This design comes from an exercise in tuning for small area, a short achievable clock period and few clock cycles per item on the open sky130 flow, not from production work. Only simulation tests tie the RTL to the original design; equivalence was not proved. Power and IR drop assume default switching activity.

==> design/flow/design.v <==
module ccu_ch (
    input  wire [31:0] m,
    input  wire [7:0]  d,
    input  wire [31:0] src,      
    input  wire [7:0]  c,        
    output wire        ok,       
    output wire [7:0]  a,        
    output wire        lt_t,     
    output wire        eq_t,     
    output wire [31:0] pk        
);
    integer i;
    function [1:0] cmp32;
        input [31:0] a, b;
        reg   [31:0] lt, eq;
        integer l, n;
        begin
            lt = b;
            eq = ~(a ^ b);
            for (l = 0; l < 5; l = l + 1)
                for (n = 0; n < (16 >> l); n = n + 1) begin
                    lt[n] = eq[2*n+1] ? lt[2*n] : lt[2*n+1];
                    eq[n] = eq[2*n+1] & eq[2*n];
                end
            cmp32 = {lt[0] & ~eq[0], eq[0]};
        end
    endfunction
    reg [31:0] lo_or, hi_or;
    integer s;
    always @(*) begin
        lo_or = m;
        hi_or = m;
        for (s = 1; s < 32; s = s * 2) begin
            lo_or = lo_or | (lo_or << s);
            hi_or = hi_or | (hi_or >> s);
        end
    end
    wire contig = ((lo_or & hi_or) == m);
    wire [31:0] edge_hi = hi_or & ~{1'b0, hi_or[31:1]};
    reg  [4:0]  top, tz;
    always @(*) begin
        top = 5'd0;
        tz  = 5'd0;
        for (i = 0; i < 32; i = i + 1)
            top = top | (edge_hi[i] ? i[4:0] : 5'd0);
        tz[4] = ~|m[15:0];
        tz[3] = ~|m[{tz[4], 4'b0000} +: 8];
        tz[2] = ~|m[{tz[4:3], 3'b000} +: 4];
        tz[1] = ~|m[{tz[4:2], 2'b00} +: 2];
        tz[0] = ~m[{tz[4:1], 1'b0}];
    end
    wire [4:0] dm1  = d[4:0] - 5'd1;
    wire       d_in = (d[7:6] == 2'b00) && (d[5] ? (d[4:0] == 5'd0) : (d[4:0] != 5'd0));
    reg  [5:0] kin;
    reg        len_ok;
    always @(*) begin
        for (i = 0; i < 5; i = i + 1)
            kin[i] = tz[i] ^ dm1[i] ^ top[i];
        kin[5] = 1'b0;
        len_ok = (kin[0] == 1'b0);
        for (i = 1; i < 6; i = i + 1)
            len_ok = len_ok && (kin[i] == ((tz[i-1] & dm1[i-1]) | ((tz[i-1] | dm1[i-1]) & kin[i-1])));
    end
    wire mz = (m == 32'd0);
    assign ok = mz ? (d == 8'd0) : (contig && d_in && len_ok);
    reg [31:0] x;
    always @(*)
        for (i = 0; i < 32; i = i + 1)
            x[i] = (src[i] & m[i]) | ((i < 8) ? c[7-i] : 1'b0);
    wire [31:0] z16 = top[4] ? x   : {x[15:0], 16'd0};
    wire [31:0] z8  = top[3] ? z16 : {z16[23:0], 8'd0};
    wire [31:0] z4  = top[2] ? z8  : {z8[27:0], 4'd0};
    wire [31:0] z2  = top[1] ? z4  : {z4[29:0], 2'd0};
    wire [31:0] z   = top[0] ? z2  : {z2[30:0], 1'd0};
    reg [31:0] zr;
    always @(*)
        for (i = 0; i < 32; i = i + 1)
            zr[i] = z[31-i];
    assign pk = zr & m;
    wire [31:0] w     = src & m;
    wire [31:0] both  = m & {m[23:0], 8'd0};
    wire [1:0]  ct    = cmp32({w[23:0], 8'd0} & both, w & both);
    assign lt_t = ct[1];
    assign eq_t = ct[0];
    assign a    = z[31:24];
endmodule
module ccu_fin (
    input  wire [7:0] a_in,     
    input  wire       lt_t,
    input  wire       eq_t,
    input  wire       big,      
    input  wire [2:0] dl,       
    output wire [7:0] q
);
    function [1:0] cmp8;
        input [7:0] x, y;
        reg   [7:0] lt, eq;
        integer l, n;
        begin
            lt = y;
            eq = ~(x ^ y);
            for (l = 0; l < 3; l = l + 1)
                for (n = 0; n < (4 >> l); n = n + 1) begin
                    lt[n] = eq[2*n+1] ? lt[2*n] : lt[2*n+1];
                    eq[n] = eq[2*n+1] & eq[2*n];
                end
            cmp8 = {lt[0] & ~eq[0], eq[0]};
        end
    endfunction
    integer i;
    wire [15:0] a2    = {a_in, a_in} << dl;
    wire [7:0]  arot  = a2[15:8];
    wire [1:0]  cb    = cmp8(a_in, arot);
    wire        b_big = lt_t | (eq_t & cb[1]);
    reg [7:0] a_sm;
    reg [7:0] xs, ys;
    integer dd, j;
    always @(*) begin
        a_sm = 8'd0;
        xs   = 8'd0;
        ys   = 8'd0;
        for (dd = 1; dd < 8; dd = dd + 1)
            if (dl == dd) begin
                for (j = 0; j < 8; j = j + 1)
                    a_sm[7-j] = a_in[7 - (j % dd)];
                for (j = 0; j < dd; j = j + 1) begin
                    xs[7-j] = a_in[7 - j];
                    ys[7-j] = a_in[7 - ((8 + j) % dd)];
                end
            end
    end
    wire [1:0] cs   = cmp8(ys, xs);
    wire       b_sm = cs[1];
    wire [7:0] a   = big ? a_in : a_sm;
    wire       b   = big ? b_big : b_sm;
    reg  [7:0] am1;
    always @(*)
        for (i = 0; i < 8; i = i + 1)
            am1[i] = a[i] ^ ~|(a & ~(8'hff << i));
    assign q = b ? am1 : a;
endmodule
module ccu (
    input  wire        clk,
    input  wire        rst,
    input  wire        in_valid,
    output wire        in_ready,
    input  wire [7:0]  in_op,
    input  wire [31:0] in_cmask_r,
    input  wire [31:0] in_cmask_g,
    input  wire [31:0] in_cmask_b,
    input  wire [31:0] in_cmask_a,
    input  wire [31:0] in_cdepth,
    input  wire [7:0]  in_ctotal,
    input  wire [31:0] in_raw,
    input  wire [31:0] in_comp_r,
    input  wire [31:0] in_comp_g,
    input  wire [31:0] in_comp_b,
    input  wire [31:0] in_comp_a,
    input  wire [63:0] in_bytes,
    output wire        out_valid,
    input  wire        out_ready,
    output wire [3:0]  out_err,
    output wire [2:0]  out_errinfo,
    output wire [31:0] out_raw,
    output wire [31:0] out_rgba,
    output wire [63:0] out_bytes
);
    localparam [7:0] OP_VALIDATE = 8'h10;
    localparam [7:0] OP_UNPACK   = 8'h11;
    localparam [7:0] OP_PACK     = 8'h12;
    localparam [7:0] OP_DECODE   = 8'h13;
    localparam [7:0] OP_ENCODE   = 8'h14;
    localparam [3:0] E_NONE     = 4'd0;
    localparam [3:0] E_SPEC     = 4'd4;
    localparam [3:0] E_COMP     = 4'd5;
    localparam [3:0] E_ILLEGAL  = 4'd9;
    wire [7:0] T   = in_ctotal;
    wire [3:0] bpp = T[6:3];
    wire is_legal  = (in_op >= OP_VALIDATE) && (in_op <= OP_ENCODE);
    wire is_unpack = (in_op == OP_UNPACK) || (in_op == OP_DECODE);
    wire is_pack   = (in_op == OP_PACK);
    wire is_encode = (in_op == OP_ENCODE);
    reg [31:0] src;
    always @(*) begin
        if (in_op == OP_DECODE) begin
            case (bpp)
                4'd1:    src = {24'd0, in_bytes[7:0]};
                4'd2:    src = {16'd0, in_bytes[15:0]};
                4'd3:    src = {8'd0, in_bytes[23:0]};
                default: src = in_bytes[31:0];
            endcase
        end else if (in_op == OP_UNPACK) begin
            src = in_raw;
        end else begin
            src = 32'd0;
        end
    end
    wire [31:0] comp0 = in_comp_r, comp1 = in_comp_g, comp2 = in_comp_b, comp3 = in_comp_a;
    wire [7:0]  c0 = is_encode ? in_bytes[7:0] : is_pack ? comp0[7:0] : 8'd0;
    wire [7:0]  c1 = is_encode ? in_bytes[15:8] : is_pack ? comp1[7:0] : 8'd0;
    wire [7:0]  c2 = is_encode ? in_bytes[23:16] : is_pack ? comp2[7:0] : 8'd0;
    wire [7:0]  c3 = is_encode ? in_bytes[31:24] : is_pack ? comp3[7:0] : 8'd0;
    wire        ok0, ok1, ok2, ok3;
    wire [7:0]  a0, a1, a2, a3;
    wire [3:0]  lt, eq;
    wire [31:0] pk0, pk1, pk2, pk3;
    ccu_ch ch0 (.m(in_cmask_r), .d(in_cdepth[7:0]),   .src(src), .c(c0), .ok(ok0), .a(a0), .lt_t(lt[0]), .eq_t(eq[0]), .pk(pk0));
    ccu_ch ch1 (.m(in_cmask_g), .d(in_cdepth[15:8]),  .src(src), .c(c1), .ok(ok1), .a(a1), .lt_t(lt[1]), .eq_t(eq[1]), .pk(pk1));
    ccu_ch ch2 (.m(in_cmask_b), .d(in_cdepth[23:16]), .src(src), .c(c2), .ok(ok2), .a(a2), .lt_t(lt[2]), .eq_t(eq[2]), .pk(pk2));
    ccu_ch ch3 (.m(in_cmask_a), .d(in_cdepth[31:24]), .src(src), .c(c3), .ok(ok3), .a(a3), .lt_t(lt[3]), .eq_t(eq[3]), .pk(pk3));
    wire [7:0] dsum = {2'b0, in_cdepth[5:0]}   + {2'b0, in_cdepth[13:8]} +
                      {2'b0, in_cdepth[21:16]} + {2'b0, in_cdepth[29:24]};
    wire t_bad = (T == 8'd0) || (T[2:0] != 3'd0) || (T > 8'd64);
    wire s_bad = (dsum > T);
    wire cb0 = |comp0[31:8], cb1 = |comp1[31:8], cb2 = |comp2[31:8], cb3 = |comp3[31:8];
    reg [3:0] pre_err;
    reg [2:0] pre_info;
    always @(*) begin
        pre_err  = E_NONE;
        pre_info = 3'd0;
        if (!is_legal)                 pre_err = E_ILLEGAL;
        else if (t_bad)              begin pre_err = E_SPEC; pre_info = 3'd4; end
        else if (s_bad)              begin pre_err = E_SPEC; pre_info = 3'd5; end
        else if (is_pack && cb0)     begin pre_err = E_COMP; pre_info = 3'd0; end
        else if (is_pack && cb1)     begin pre_err = E_COMP; pre_info = 3'd1; end
        else if (is_pack && cb2)     begin pre_err = E_COMP; pre_info = 3'd2; end
        else if (is_pack && cb3)     begin pre_err = E_COMP; pre_info = 3'd3; end
    end
    wire [3:0] ok = {ok3, ok2, ok1, ok0};
    wire [31:0] pack_raw = pk0 | pk1 | pk2 | pk3;
    reg  [31:0] data;
    always @(*) begin
        if (is_unpack)
            data = {a3, a2, a1, a0};
        else if (is_encode)
            case (bpp)
                4'd1:    data = {24'd0, pack_raw[7:0]};
                4'd2:    data = {16'd0, pack_raw[15:0]};
                4'd3:    data = {8'd0, pack_raw[23:0]};
                default: data = pack_raw;
            endcase
        else
            data = pack_raw;
    end
    wire [3:0] big = {in_cdepth[29:27] != 3'd0, in_cdepth[21:19] != 3'd0,
                      in_cdepth[13:11] != 3'd0, in_cdepth[5:3] != 3'd0};
    reg        res_valid;
    reg [3:0]  res_err;
    reg [2:0]  res_info;
    reg [3:0]  res_ok;
    reg [31:0] res_data;
    reg [3:0]  res_lt, res_eq, res_big;
    reg [11:0] res_dl;
    assign in_ready = !res_valid || out_ready;
    always @(posedge clk) begin
        if (rst)
            res_valid <= 1'b0;
        else if (in_ready)
            res_valid <= in_valid;
    end
    always @(posedge clk) begin
        if (in_ready) begin
            res_err  <= pre_err;
            res_info <= pre_info;
            res_ok   <= ok;
            res_data <= data;
            res_lt   <= lt;
            res_eq   <= eq;
            res_big  <= big;
            res_dl   <= {in_cdepth[26:24], in_cdepth[18:16], in_cdepth[10:8], in_cdepth[2:0]};
        end
    end
    wire [7:0] q0, q1, q2, q3;
    ccu_fin f0 (.a_in(res_data[7:0]),   .lt_t(res_lt[0]), .eq_t(res_eq[0]), .big(res_big[0]), .dl(res_dl[2:0]),  .q(q0));
    ccu_fin f1 (.a_in(res_data[15:8]),  .lt_t(res_lt[1]), .eq_t(res_eq[1]), .big(res_big[1]), .dl(res_dl[5:3]),  .q(q1));
    ccu_fin f2 (.a_in(res_data[23:16]), .lt_t(res_lt[2]), .eq_t(res_eq[2]), .big(res_big[2]), .dl(res_dl[8:6]),  .q(q2));
    ccu_fin f3 (.a_in(res_data[31:24]), .lt_t(res_lt[3]), .eq_t(res_eq[3]), .big(res_big[3]), .dl(res_dl[11:9]), .q(q3));
    assign out_valid   = res_valid;
    reg [3:0] err;
    reg [2:0] info;
    always @(*) begin
        err  = res_err;
        info = res_info;
        if (res_err != E_ILLEGAL) begin
            if      (!res_ok[0]) begin err = E_SPEC; info = 3'd0; end
            else if (!res_ok[1]) begin err = E_SPEC; info = 3'd1; end
            else if (!res_ok[2]) begin err = E_SPEC; info = 3'd2; end
            else if (!res_ok[3]) begin err = E_SPEC; info = 3'd3; end
        end
    end
    assign out_err     = err;
    assign out_errinfo = info;
    assign out_raw     = res_data;
    assign out_rgba    = {q3, q2, q1, q0};
    assign out_bytes   = {32'd0, res_data};
endmodule
==> design/flow/flow/run.sh <==
#!/bin/bash
# Layout flow: the standard flow (standard.sh) with two changes:
#  - synthesis maps the logic with flow/abc.script (an area-recovering ABC
#    script) instead of ORFS's buffering speed script; everything else in the
#    synthesis, registers and their names included, is unchanged;
#  - the port buffers that ORFS inserts on every input and output are
#    sky130_fd_sc_hd__buf_2 rather than the default delay buffer.
# Each tool's log is kept in orfs/logs/; this script's own output in flow_run.log.
set -euo pipefail
W=$PWD
exec > >(tee -a "$W/flow_run.log") 2>&1

sed 's|^  log_cmd abc {\*}\$abc_args$|  log_cmd abc {*}[lreplace $abc_args 1 1 '"$W"'/flow/abc.script]|' \
    "$FLOW_HOME/scripts/synth.tcl" > "$W/synth_abc.tcl"
grep -q "flow/abc.script" "$W/synth_abc.tcl" || { echo "abc line not found in synth.tcl"; exit 1; }
sed 's|source \$::env(SCRIPTS_DIR)/synth.tcl|source '"$W"'/synth_abc.tcl|' \
    "$W/synth_recipe.tcl" > "$W/synth_recipe_abc.tcl"
grep -q "synth_abc.tcl" "$W/synth_recipe_abc.tcl" || { echo "source line not found in synth_recipe.tcl"; exit 1; }

bash "$W/standard.sh" \
    "SYNTH_SCRIPT=$W/synth_recipe_abc.tcl" \
    "BUFFER_PORTS_ARGS=-buffer_cell sky130_fd_sc_hd__buf_2" \
    finish
test -s "$W/out/final.def"
==> design/flow/flow/abc.script <==
strash
&get -n
&fraig -x
&put
scorr
dc2
strash
dch
&get -n
&syn2
&dch -f
&nf -R 2000 -F 20 -A 20
&st
&syn2
&dch -f
&nf -R 2000 -F 20 -A 20
&st
&syn2
&dch -f
&nf -R 2000 -F 20 -A 20
&put
==> design/flow/standard.sh <==
#!/bin/bash
# synth_recipe.tcl (not shown) runs the flow's synth.tcl, then flattens the netlist and writes it again
# the make line also repeats each setting of config.mk as NAME=value (left out here)
make -C /OpenROAD-flow-scripts/flow DESIGN_CONFIG=/design/flow/config.mk WORK_HOME=/design/flow/orfs CLKGATE_MAP_FILE= SYNTH_SCRIPT=/design/flow/synth_recipe.tcl "${@:-finish}"
==> design/flow/config.mk <==
export PLATFORM = sky130hd
export DESIGN_NAME = ccu
export DESIGN_NICKNAME = ccu
export VERILOG_FILES = /design/flow/design.v
export SDC_FILE = /design/flow/constraint.sdc
export NUM_CORES = 4
export LEC_CHECK = 0
export CAP_MARGIN = 20
export CORE_MARGIN = 2
export CORE_UTILIZATION = 50
export PLACE_DENSITY = 0.7
export SETUP_SLACK_MARGIN = 4
export SLEW_MARGIN = 20
==> design/flow/constraint.sdc <==
create_clock -name core_clock -period 12.0 [get_ports {clk}]
set_input_delay 2.4000 -clock core_clock [delete_from_list [all_inputs] [get_ports {clk}]]
set_output_delay 2.4000 -clock core_clock [all_outputs]
set_load 0.01 [all_outputs]
==> metrics.md, run 1 <==
| Metric | Value |
|---|---|
| Yosys warns | 3 |
| Cell Chain, Critical Path | buf_2, buf_4, mux2_1, and3_1, a222oi_1, clkinv_1, a22oi_1, o221ai_1, o21ai_0, nor2_1, a21oi_1, o21ai_0, nand2_1, o21ai_0, a221oi_1, o21ai_0 |
| R2r endpoint | res_err[0] |
| Seq/Total Area, Yosys | 9.375% |
| Iteration count of the initial detailed-routing pass | 15 |
| Slowest stage cell on the critical path | a222oi_1 |
| RSZ-0062 raised after global routing | yes |
| Reg2reg path depth | 2 |
| Vias post-DR | 33860 |
| First-pass GRT wire length | 188900 um |
| Pint | 796.1 uW |
| Root buffer cell | clkbuf_16 |
| Clk sink count | 67 |
| Worst Tran Pin Value | 1332 ps |
| DR iter-0 viols | 8527 |
| WP buf/inv | 3 |
| IO buf count | 475 |
| Most common cell after layout, fill and taps aside | nand2_1 |
| Full die area | 0.04438 sq mm |
| Vias in the first global route | 29010 |
| Most common flop cell mapped by yosys | edfxtp_1 |
| Initial antenna violation count | 16 |
| Commonest non-fill, non-tap cells in the layout | 583 x nand2_1, 476 x buf_2, 380 x nor2_1 |
| H-tree levels | 3 |
| Cell mode on critical path | o21ai_0 |
| Data arrival time of the worst path | 8060 ps |
| Post-synth EDFFs | 66 |
| Post-Synthesis Cells | 3359 |
| Final WL | 136100 um |
| Share of the synthesized area in the top cell type | 10.39% |
| Mapped Area | 0.02135 sq mm |
| Ranking of synthesized cells by area | nand2_1 10%, edfxtp_1 9.3%, o21ai_0 8.8%, a21oi_1 8.3%, mux2i_1 7.6% |
| Boundary Pins | 541 |
| Final hold vios | 0 |
| Clk network pwr share | 18.1% |
| Slew HR | 10.86% |
| Leak | 9.974 nW |
| Synth Register Bits | 67 |
| GRT overflow | 0 |
| GRT Resource Usage Total | 57.61% |
| Initial core utilization | 50.79% |
| ANT nets after route | 0 |
| Max Cap Viol | 0 |
| Layout fillers | 3991 |
| Hold path cells | 2 |
| Internal reg-to-reg setup slack | 10370 ps |
| Post-Route Setup TNS | 0 ps |
| Final net count | 4393 |
| Cell taking the most area after synthesis | nand2_1 |
| Status | finished clean |
| Worst setup path startpoint | in_op[1] |
| WHS Endpoint | res_valid |
| Area growth, synth to finish | 21.51% |
| Crit. End Element | flop |
| Post-synthesis async set-or-reset flop share | 0% |
| Clock Skews | 17.82 ps |
| Synth Area per Inst | 6.357 sq um |
| Largest net degree at the start of global routing | 67 |
| Switching Fraction | 51.24% |
| Final weighted congestion of routability-driven global placement | 1.236 |
| Top delay family on crit path | compound AO/OA/AOI/OAI gates |
| Layout cells sized above 1 | 18.08% |
| HP Start | res_valid |
| Startpoint Class | input port |
| Core area | 0.04204 sq mm |
| Logic pwr share | 61.3% |
| Synth cell types | 73 |
| Power Density | 62.93 mW/mm^2 |
| Post-route clock period utilization | 66.21% |
| Critical R2R Launch | res_valid |
| Util after Layout | 61.72% |
| Seq pwr share | 20.5% |
| Setup violations, final | 0 |
| Minimum clock period | 7945 ps |
| Worst Setup Path Type | input port to flop |
| CP Data Required Time | 12110 ps |
| Routed vias/inst | 7.567 |
| Die Y | 210.7 um |
| CTS tree | yes |
| Floorplan row count | 75 |
| NetSw | 836.7 uW |
| Die X | 210.7 um |
| Clk slew on worst S/H paths | 80 ps |
| Worst vdd ir | 0.00007935 V |
| # DRC | 0 |
| Critical path peak fanout | 40 |
| Max stage delay on crit path | 880 ps |
| CTS Buffer Depth | 2 |
| Final Slew Violations | 0 |
| Avg WL per Cell | 30.41 um |
| FMAX | 0.1259 GHz |
| Cts bufs inserted | 9 |
| Clock Latency Late Sink | 400 ps |
| Hpwl dp | 99870 um |
| Worst min path class | flop to flop |
area by class of cell:
type	count	area [sq um]	share of cell area, %
tap	539	674.4	2.599
sequential	67	2002	7.716
timing repair buffer	582	3221	12.41
inverter	108	441.7	1.702
multi-input combinational	3154	19280	74.32
clock inverter	6	72.57	0.2797
clock buffer	10	229.0	0.8825
antenna	9	22.52	0.08680
Yosys cell counts, drive strengths merged (15+ instances only):
cell and instances:
o221ai 16, o211ai 36, nand2 591, a22oi 42, mux2 22, nor2 395
o22a 17, a211oi 34, o31ai 22, fa 29, a22o 27, o21ai 377
edfxtp 66, a31oi 67, maj3 22, a221oi 19, nand3 125, buf 65
nor2b 27, xnor2 31, xor2 24, a21oi 356, or3 26, nand4 41
and3 23, clkinv 108, o21a 15, mux2i 163, ha 38, nand2b 31
nor4 83, and2 22, a21o 23, o22ai 73, nor3 87, a32oi 28
through the flow:
stage / area [sq um] / hold slack, ps / setup slack [ps] / instances / power (mW)
after global placement: 24690 / 502.6 / 2284 / 4396 / 1.216
final: 25950 / 520.3 / 4055 / 4475 / 1.633
after detailed placement: 24700 / 515.8 / 2234 / 4396 / 1.240
after floorplan: 21660 / 2032 / 3640 / 3391 / 0.8522
after global routing: 25930 / 538.2 / 3791 / 4470 / 1.690
after CTS: 25330 / 522.1 / 3735 / 4426 / 1.543
sequential cells by signal (all words and copies together), names as in the netlist:
register and cells:
res_err 3, res_valid 1, res_eq 4, res_info 3
res_lt 4, res_ok 4, res_dl 12, res_data 32
res_big 4
worst max-delay path by stage:
stage / to / slack (ps) / cells after the start
detailed placement: res_ok[0] / 2230 / 22
global placement: res_ok[0] / 2280 / 22
CTS: res_ok[0] / 3730 / 28
floorplan: res_ok[2] / 3640 / 21
global route: res_ok[0] / 3790 / 29
finish: res_data[0] / 4050 / 16
kinds of logic after synthesis:
family	synth area share [%]
XOR/XNOR	2.256
AO/OA/AOI/OAI	37.10
other	0.01756
AND/OR/NAND/NOR	31.76
adder cells (fa/ha/maj)	5.977
multiplexers	9.328
flip-flops	9.375
buffers and inverters	4.184
worst register-to-register path: cells and delay by family (launching register included):
kind | cells | cell delay (ps)
simple gates | 1 | 90
flops | 1 | 330
buf+inv | 1 | 750
layer usage:
metal | wire length [um] | GRT usage (%) | vias to the layer above
met5 | 430 | 5.228 | -
met4 | 14360 | 41.31 | 26
met3 | 25280 | 30.69 | 1142
met2 | 51150 | 79.57 | 3598
met1 | 44850 | 67.07 | 15060
li1 | - | - | 14040
power by group through the flow:
stage	logic, mW	clock network (mW)	registers, mW
floorplan	0.515	0	0.337
global placement	0.872	0	0.344
detailed placement	0.896	0	0.344
CTS	0.910	0.296	0.337
global route	1.05	0.304	0.337
finish	1.00	0.296	0.336
repair_timing:
item | 4_1_cts | 5_1_grt
pin swaps | 8 | 10
gates resized for setup | 43 | 65
buffers inserted | 12 | 36
hold buffers | 0 | 0
gates cloned | 2 | 1
endpoints found under the setup margin | 42 | 36
Testbench counts, summed over its fixed seeds: cycles 12,008, items 12,000.
==> inputs of run 2 (changes only) <==
--- a/design/flow/config.mk
+++ b/design/flow/config.mk
@@ -9,4 +9,4 @@
 export CORE_MARGIN = 2
-export CORE_UTILIZATION = 50
-export PLACE_DENSITY = 0.7
+export CORE_UTILIZATION = 45
+export PLACE_DENSITY = 0.65
 export SETUP_SLACK_MARGIN = 4
==> run 2 against run 1 <==
Effect of this change: total power fell by 3.8%; first-iteration DRC count is 24% lower; die area rose by 11%; core utilization decreased by 5.9 points; sequential share of layout area about the same; register-to-register slack improved by 140 ps; still clean; global-route usage fell by 4.5 points; routed wire length is 2.0% higher; sequential cell count unchanged; synthesized cell count did not move; non-clock buffer count is 3 higher.
==> metrics.md, run 2 <==
| Metric | Value |
|---|---|
| FMAX | 0.1251 GHz (was 0.1259 GHz) |
| Post-route setup slack | 4007 ps (was 4055 ps) |
| Boundary Pins | 541 (unchanged) |
| Startpoint Class | input port (unchanged) |
| Critical path peak fanout | 8 (was 40) |
| Most common flop cell mapped by yosys | edfxtp_1 (unchanged) |
| WP buf/inv | 1 (was 3) |
| Min Hold Slack | 1246 ps (was 520.3 ps) |
| Final weighted congestion of routability-driven global placement | 1.192 (was 1.236) |
| Iteration count of the initial detailed-routing pass | 30 (was 15) |
| Worst Setup Path Type | input port to flop (unchanged) |
| Final net count | 4394 (was 4393) |
| Most common cell after layout, fill and taps aside | nand2_1 (unchanged) |
| First-pass GRT wire length | 194900 um (was 188900 um) |
| Cell taking the most area after synthesis | nand2_1 (unchanged) |
| Largest net degree at the start of global routing | 69 (was 67) |
| Area growth, synth to finish | 22.05% (was 21.51%) |
| Die X | 221.8 um (was 210.7 um) |
| Full die area | 0.04921 sq mm (was 0.04438 sq mm) |
| Largest register FFs | 32 (unchanged) |
| Initial antenna violation count | 13 (was 16) |
| Mapped Area | 0.02135 sq mm (unchanged) |
| Floorplan row count | 79 (was 75) |
| Count leader, synth | nand2_1 (unchanged) |
| Setup violations, final | 0 (unchanged) |
| Final WL | 138700 um (was 136100 um) |
| Biggest registers after layout | res_data (32), res_dl (12) (unchanged) |
| Synth cell types | 73 (unchanged) |
| Die Y | 221.8 um (was 210.7 um) |
| Worst min path class | flop to flop (unchanged) |
| Synth Area per Inst | 6.357 sq um (unchanged) |
| Slowest stage cell on the critical path | fa_1 (was a222oi_1) |
| GRT Resource Usage Total | 53.08% (was 57.61%) |
| # DRC | 0 (unchanged) |
| Worst vdd ir | 0.00005713 V (was 0.00007935 V) |
| Pwr Total | 1.570 mW (was 1.633 mW) |
| Slew HR | 8.478% (was 10.86%) |
| Clock Latency Late Sink | 360 ps (was 400 ps) |
| Initial core utilization | 45.77% (was 50.79%) |
| Clk slew on worst S/H paths | 60 ps (was 80 ps) |
| Max Cap Viol | 0 (unchanged) |
| Power Density | 60.25 mW/mm^2 (was 62.93 mW/mm^2) |
| ANT nets after route | 0 (unchanged) |
| Leak | 9.999 nW (was 9.974 nW) |
| Status | finished clean (unchanged) |
| Clock Skews | 6.739 ps (was 17.82 ps) |
| Ranking of synthesized cells by area | nand2_1 10%, edfxtp_1 9.3%, o21ai_0 8.8%, a21oi_1 8.3%, mux2i_1 7.6% (unchanged) |
| CP Data Required Time | 12140 ps (was 12110 ps) |
| Synth Register Bits | 67 (unchanged) |
| IO buf count | 475 (unchanged) |
| Worst Tran Pin Value | 1368 ps (was 1332 ps) |
| H-tree levels | 3 (unchanged) |
| Post-route clock period utilization | 66.60% (was 66.21%) |
| Clk sink count | 67 (unchanged) |
| Vias in the first global route | 28980 (was 29010) |
| Minimum clock period | 7993 ps (was 7945 ps) |
| Routed vias/inst | 7.269 (was 7.567) |
| Avg WL per Cell | 30.53 um (was 30.41 um) |
| Vias post-DR | 33030 (was 33860) |
| Crit. End Element | flop (unchanged) |
| Most frequent cells after synthesis | 591 x nand2_1, 395 x nor2_1, 377 x o21ai_0 (unchanged) |
| Root buffer cell | clkbuf_16 (unchanged) |
| Layout cells sized above 1 | 18.25% (was 18.08%) |
| Seq/Total Area, Yosys | 9.375% (unchanged) |
| Largest Register | res_data (unchanged) |
| Post-synthesis async set-or-reset flop share | 0% (unchanged) |
| Cts bufs inserted | 9 (unchanged) |
| CTS Buffer Depth | 2 (unchanged) |
| Post-Synthesis Cells | 3359 (unchanged) |
| Post-synth EDFFs | 66 (unchanged) |
| Yosys warns | 3 (unchanged) |
| RSZ-0062 raised after global routing | yes (unchanged) |
| CTS Hold Bufs | 0 (unchanged) |
| Hpwl dp | 105600 um (was 99870 um) |
| Data arrival time of the worst path | 8130 ps (was 8060 ps) |
| Commonest non-fill, non-tap cells in the layout | 583 x nand2_1, 473 x buf_2, 375 x nor2_1 (was 583 x nand2_1, 476 x buf_2, 380 x nor2_1) |
| Max stage delay on crit path | 500 ps (was 880 ps) |
| Top delay family on crit path | simple AND/OR/NAND/NOR gates (was compound AO/OA/AOI/OAI gates) |
| Share of the synthesized area in the top cell type | 10.39% (unchanged) |
| Setup WS pre-CTS | 2429 ps (was 2234 ps) |
| Core area | 0.04665 sq mm (was 0.04204 sq mm) |
| Post-Route Setup TNS | 0 ps (unchanged) |
| Final hold vios | 0 (unchanged) |
| CTS tree | yes (unchanged) |
| DR iter-0 viols | 6481 (was 8527) |
| Final Slew Violations | 0 (unchanged) |
| GRT overflow | 0 (unchanged) |
-- run 2: routing by layer --
metal	wire length, um	GRT usage, %
met5	130	0.7820
met4	13900	39.49
met3	24410	24.61
met2	52630	72.82
met1	47680	64.17
-- run 2: path summary, 6_finish.rpt --
kind | endpoint | slack, ps | startpoint | cells after the start
setup / recovery | res_ok[0] | 4010 | in_cmask_r[3] | 28
hold / removal | res_valid | 1250 | res_valid | 2
setup reg to reg | res_dl[1] | 10510 | res_valid | 1
hold reg to reg | res_valid | 1250 | res_valid | 2
-- run 2: logic make-up after synthesis --
family	after synthesis	share of synthesized area, %
fa+ha+maj	89	5.977
flops	67	9.375
compound gates	1278	37.10
xor+xnor	55	2.256
other cells	1	0.01756
simple gates	1506	31.76
mux	190	9.328
buf+inv	173	4.184
-- run 2: final cells by class --
class / instances / area (sq um)
multi-input combinational: 3152 / 19300
clock inverter: 7 / 52.55
fill: 4682 / 20590
sequential: 67 / 2002
timing repair buffer: 585 / 3259
clock buffer: 9 / 225.2
inverter: 108 / 435.4
tap: 607 / 759.5
antenna: 9 / 22.52
-- run 2: timing repair --
action                     CTS  global route
setup endpoints to repair   36            36
pin swaps                    7            29
buffers inserted             9            37
gates cloned                 1             0
resized for setup           50            68
-- run 2: stage by stage --
stage               instance area (sq um)  cells  utilization, %
CTS                                 25430   4498           54.51
global placement                    24840   4472           53.25
floorplan                           21660   3391               -
global route                        26040   4535           55.81
detailed placement                  24840   4472           53.25
finish                              26060   4544           55.86
-- run 2: power breakdown --
part	internal, mW	switching, mW	total [mW]
logic	0.346	0.639	0.985
clock network	0.140	0.109	0.249
registers	0.282	0.0533	0.335
-- run 2: tightest hold or removal path, cell delays in order (launching register included) --
cell and delay [ps]:
dfxtp_1 330, nand2b_4 700, a21oi_1 170
==> inputs of run 3 (changes only) <==
--- a/design/flow/flow/run.sh
+++ b/design/flow/flow/run.sh
@@ -6,3 +6,3 @@
 #  - the port buffers that ORFS inserts on every input and output are
-#    sky130_fd_sc_hd__buf_2 rather than the default delay buffer.
+#    sky130_fd_sc_hd__buf_1 rather than the default delay buffer.
 # Each tool's log is kept in orfs/logs/; this script's own output in flow_run.log.
@@ -21,3 +21,3 @@
     "SYNTH_SCRIPT=$W/synth_recipe_abc.tcl" \
-    "BUFFER_PORTS_ARGS=-buffer_cell sky130_fd_sc_hd__buf_2" \
+    "BUFFER_PORTS_ARGS=-buffer_cell sky130_fd_sc_hd__buf_1" \
     finish
--- a/design/flow/config.mk
+++ b/design/flow/config.mk
@@ -9,4 +9,4 @@
 export CORE_MARGIN = 2
-export CORE_UTILIZATION = 45
-export PLACE_DENSITY = 0.65
+export CORE_UTILIZATION = 50
+export PLACE_DENSITY = 0.7
 export SETUP_SLACK_MARGIN = 4
==> run 3 against run 2 <==
Effect of this change: now fails the layout checks on capacitance limit, slew limit; highest routed layer unchanged; sequential share of layout area rose by 0.11 points; register-to-register slack worse by 200 ps; count of clock-buffer cells in the layout stayed put; area after synthesis unchanged; critical path depth down 4; non-clock buffer count increased by 36.
==> metrics.md, run 3 <==
| Metric | Value |
|---|---|
| Hpwl dp | 100800 um (was 105600 um) |
| Area taken by flip-flops and latches | 0.002002 sq mm (unchanged) |
| # DRC | 0 (unchanged) |
| Post-synthesis async set-or-reset flop share | 0% (unchanged) |
| Initial core utilization | 50.79% (was 45.77%) |
| Internal reg-to-reg setup slack | 10310 ps (was 10510 ps) |
| Post-synthesis mux area share | 9.328% (unchanged) |
| Root buffer cell | clkbuf_16 (unchanged) |
| Seq pwr share | 21.4% (about the same) |
| CTS tree | yes (unchanged) |
| H-tree levels | 3 (unchanged) |
| Vias post-DR | 33920 (was 33030) |
| HP Start | res_valid (unchanged) |
| Final Slew Violations | 1 (was 0) |
| XOR/XNOR share of the synthesized area | 2.256% (unchanged) |
| Core area | 0.04204 sq mm (was 0.04665 sq mm) |
| Largest net degree at the start of global routing | 60 (was 69) |
| Avg WL per Cell | 30.35 um (was 30.53 um) |
| Setup WS pre-CTS | 2413 ps (was 2429 ps) |
| Post-Route Setup TNS | 0 ps (unchanged) |
| Biggest registers after layout | res_data (32), res_dl (12) (unchanged) |
| Mapped Area | 0.02135 sq mm (unchanged) |
| Post-route clock period utilization | 67.13% (was 66.60%) |
| Layout Cells excl Fill | 4508 (was 4544) |
| CTS Buffer Depth | 2 (unchanged) |
| First-pass GRT wire length | 189800 um (was 194900 um) |
| Post-Synthesis Cells | 3359 (unchanged) |
| Worst Setup Path Type | input port to flop (unchanged) |
| Minimum clock period | 8056 ps (was 7993 ps) |
| Worst min path class | flop to flop (unchanged) |
| Final WL | 136800 um (was 138700 um) |
| WHS Endpoint | res_valid (unchanged) |
| Yosys warns | 3 (unchanged) |
| Boundary Pins | 541 (unchanged) |
| Final net count | 4430 (was 4394) |
| Reg2reg path depth | 2 (was 1) |
| Synth Register Bits | 67 (unchanged) |
| Cell taking the most area after synthesis | nand2_1 (unchanged) |
| Share of the synthesized area in the top cell type | 10.39% (unchanged) |
| Pint | 745.0 uW (was 768.7 uW) |
| Largest family of logic cells by synthesized area | compound AO/OA/AOI/OAI gates (unchanged) |
| Most frequent cells after synthesis | 591 x nand2_1, 395 x nor2_1, 377 x o21ai_0 (unchanged) |
| Die Y | 210.7 um (was 221.8 um) |
| Ranking of synthesized cells by area | nand2_1 10%, edfxtp_1 9.3%, o21ai_0 8.8%, a21oi_1 8.3%, mux2i_1 7.6% (unchanged) |
| Data arrival time of the worst path | 8230 ps (was 8130 ps) |
| Max Cap Viol | 1 (was 0) |
| Synth cell types | 73 (unchanged) |
| Initial antenna violation count | 8 (was 13) |
| Slew HR | -0.9058% (was 8.478%) |
| DR iter-0 viols | 7804 (was 6481) |
| Most common flop cell mapped by yosys | edfxtp_1 (unchanged) |
| Violated Checks | capacitance limit, slew limit |
| Inst Count DP | 4424 (was 4472) |
| Hold path cells | 2 (unchanged) |
| Clk sink count | 67 (unchanged) |
| Die X | 210.7 um (was 221.8 um) |
| Vias in the first global route | 28970 (was 28980) |
| Post-synth EDFFs | 66 (unchanged) |
| Final hold vios | 0 (unchanged) |
| Worst vdd ir | 0.00005949 V (was 0.00005713 V) |
| Largest Register | res_data (unchanged) |
| NetSw | 833.3 uW (was 801.5 uW) |
| R2r endpoint | res_err[0] (was res_dl[1]) |
| Cts bufs inserted | 9 (unchanged) |
| Simple-gate share of the synthesized area | 31.76% (unchanged) |
| Logic pwr share | 62.1% (was 62.8%) |
| Worst Tran Pin Value | 1498 ps (was 1368 ps) |
| Full die area | 0.04438 sq mm (was 0.04921 sq mm) |
| ANT nets after route | 0 (unchanged) |
| Seq/Total Area, Yosys | 9.375% (unchanged) |
| Layout fillers | 4013 (was 4682) |
| Iteration count of the initial detailed-routing pass | 12 (was 30) |
| Critical R2R Launch | res_valid (unchanged) |
| Commonest non-fill, non-tap cells in the layout | 582 x nand2_1, 447 x buf_1, 374 x nor2_1 (was 583 x nand2_1, 473 x buf_2, 375 x nor2_1) |
| Power Density | 61.39 mW/mm^2 (was 60.25 mW/mm^2) |
| Leak | 8.910 nW (was 9.999 nW) |
| Adder-Cell Fraction of Synth Area | 5.977% (unchanged) |
| Compound-Gate Fraction of Synth Area | 37.10% (unchanged) |
| Critical path peak fanout | 45 (was 8) |
| FMAX | 0.1241 GHz (was 0.1251 GHz) |
| Switching Fraction | 52.80% (was 51.05%) |
| Count leader, synth | nand2_1 (unchanged) |
| Status | complete, but fails checks (was finished clean) |
| Synth Area per Inst | 6.357 sq um (unchanged) |
| Clk slew on worst S/H paths | 80 ps (was 60 ps) |
| Floorplan row count | 75 (was 79) |
| CP Data Required Time | 12170 ps (was 12140 ps) |
| Crit. End Element | flop (unchanged) |
| Layout cells sized above 1 | 7.801% (was 18.25%) |
| GRT Resource Usage Total | 57.91% (was 53.08%) |
| Setup violations, final | 0 (unchanged) |
| IO buf count | 475 (unchanged) |
| Clock Skews | 23.58 ps (was 6.739 ps) |
| Footprint of the multi-input gates | 0.01934 sq mm (was 0.01930 sq mm) |
| RSZ-0062 raised after global routing | yes (unchanged) |
| Routed vias/inst | 7.524 (was 7.269) |
| Pwr Total | 1.578 mW (was 1.570 mW) |
| Clock Latency Late Sink | 400 ps (was 360 ps) |
| Final weighted congestion of routability-driven global placement | 1.219 (was 1.192) |
| Most common cell after layout, fill and taps aside | nand2_1 (unchanged) |
| GRT overflow | 0 (unchanged) |
| Largest register FFs | 32 (unchanged) |
| Area growth, synth to finish | 20.39% (was 22.05%) |
| Clk network pwr share | 16.5% (was 15.9%) |
| Post-route setup slack | 3944 ps (was 4007 ps) |
| Startpoint Class | input port (unchanged) |
==> run 3: worst max path at each step <==
stage	startpoint	end	depth (start not counted)
after floorplan	in_cmask_b[27]	res_ok[2]	21
after global placement	in_cmask_a[28]	res_ok[3]	22
after detailed placement	in_cmask_a[28]	res_ok[3]	22
after CTS	in_cmask_a[28]	res_ok[3]	23
after global routing	in_cmask_a[0]	res_ok[3]	27
final	in_cmask_r[29]	res_ok[0]	24
==> run 3: layout make-up <==
| class | instances | share of cell area [%] |
|---|---|---|
| Inverter | 108 | 1.713 |
| Sequential cell | 67 | 7.787 |
| Timing Repair Buffer | 621 | 11.61 |
| Multi-Input combinational cell | 3152 | 75.23 |
| Clock buffer | 9 | 0.8761 |
| Antenna cell | 8 | 0.07787 |
| Clock inverter | 4 | 0.08274 |
| Tap cell | 539 | 2.623 |
==> run 3: power by group through the flow <==
stage | registers, mW | logic [mW] | clock network, mW
6_report | 0.338 | 0.981 | 0.260
5_1_grt | 0.338 | 1.03 | 0.265
4_1_cts | 0.335 | 0.892 | 0.257
3_5_place_dp | 0.342 | 0.876 | 0
3_3_place_gp | 0.341 | 0.850 | 0
2_1_floorplan | 0.337 | 0.515 | 0
==> run 3: worst max-delay path, cell delays in order <==
cell and delay, ps:
buf_1 370, nor4_4 360, and2_4 280, nand2_1 120, nor2_2 220, nand2_1 220, or3_4 460, mux2i_1 280
o311ai_0 250, nor4_1 380, nand3_2 130, clkbuf_8 290, clkinv_4 200, fa_1 450, xnor2_1 160, nor4_2 250
o21ai_1 120, a21oi_2 230, o21ai_0 120, nor3_1 190, nand4_1 150, nor4_2 280, nand4_1 140, o31ai_2 140
==> run 3: per-stage QoR <==
| step | hold slack [ps] | cell area, sq um | util [%] |
|---|---|---|---|
| CTS | 699.7 | 24880 | 59.19 |
| finish | 702.3 | 25710 | 61.15 |
| floorplan | 2032 | 21660 | - |
| global route | 757.7 | 25690 | 61.11 |
| detailed placement | 692.7 | 24310 | 57.82 |
| global placement | 684.9 | 24310 | 57.82 |
==> run 3: logic make-up (layout without fill, tap and decap cells) <==
family,Yosys count,after routing
AO/OA/AOI/OAI,1278,1278
flip-flops,67,67
XOR/XNOR,55,55
multiplexers,190,190
AND/OR/NAND/NOR,1506,1507
adder cells (fa/ha/maj),89,89
buffers and inverters,173,742
other,1,41
==> run 3: layer usage <==
metal	vias up	routed length (um)	GRT usage [%]	part of all wire, %
met1	15100	45680	69.14	33
met3	1058	24990	26.64	18
met4	18	13580	41.91	9.9
met2	3658	52000	80.44	38
met5	-	586	9.344	0.43
li1	14090	-	-	-
==> run 3: what timing repair did <==
item / in CTS / in global routing
buffers inserted: 10 / 49
gates resized for setup: 56 / 109
setup endpoints to repair: 38 / 40
cloned: 1 / 1
hold buffers: 0 / 0
pin swaps: 10 / 20

## separate check: timing with driven ports
In the flow no input, the clock included, has a driving cell. The finished layouts below were timed again as built, in two steps.
Step 1 assumes that a clkbuf_16 drives the clock port and a buf_2 every other input.
Step 2 times the ports against the registers' clock, not the clock port: input delays grow and output delays shrink by t, the midpoint of the rising clock arrivals with the driver on.
Three values: ideal, step 1, step 2; two values: the first two.
| run | shift t [ns] | slack for setup (ns) | hold slack, ns | worst setup path at the end |
|---|---|---|---|---|
| run 1 | 0.448 | 4.055 / 4.079 / 3.639 | 0.520 / 0.520 / 0.520 | input to register |
| run 2 | 0.402 | 4.007 / 4.034 / 3.632 | 1.246 / 1.246 / 1.246 | input to register |
| run 3 | 0.451 | 3.944 / 3.988 / 3.537 | 0.702 / 0.702 / 0.702 | input to register |
For run 1, which loses most, drivers alone change the setup slack by +0.024 ns; drivers and shift together by -0.416 ns.
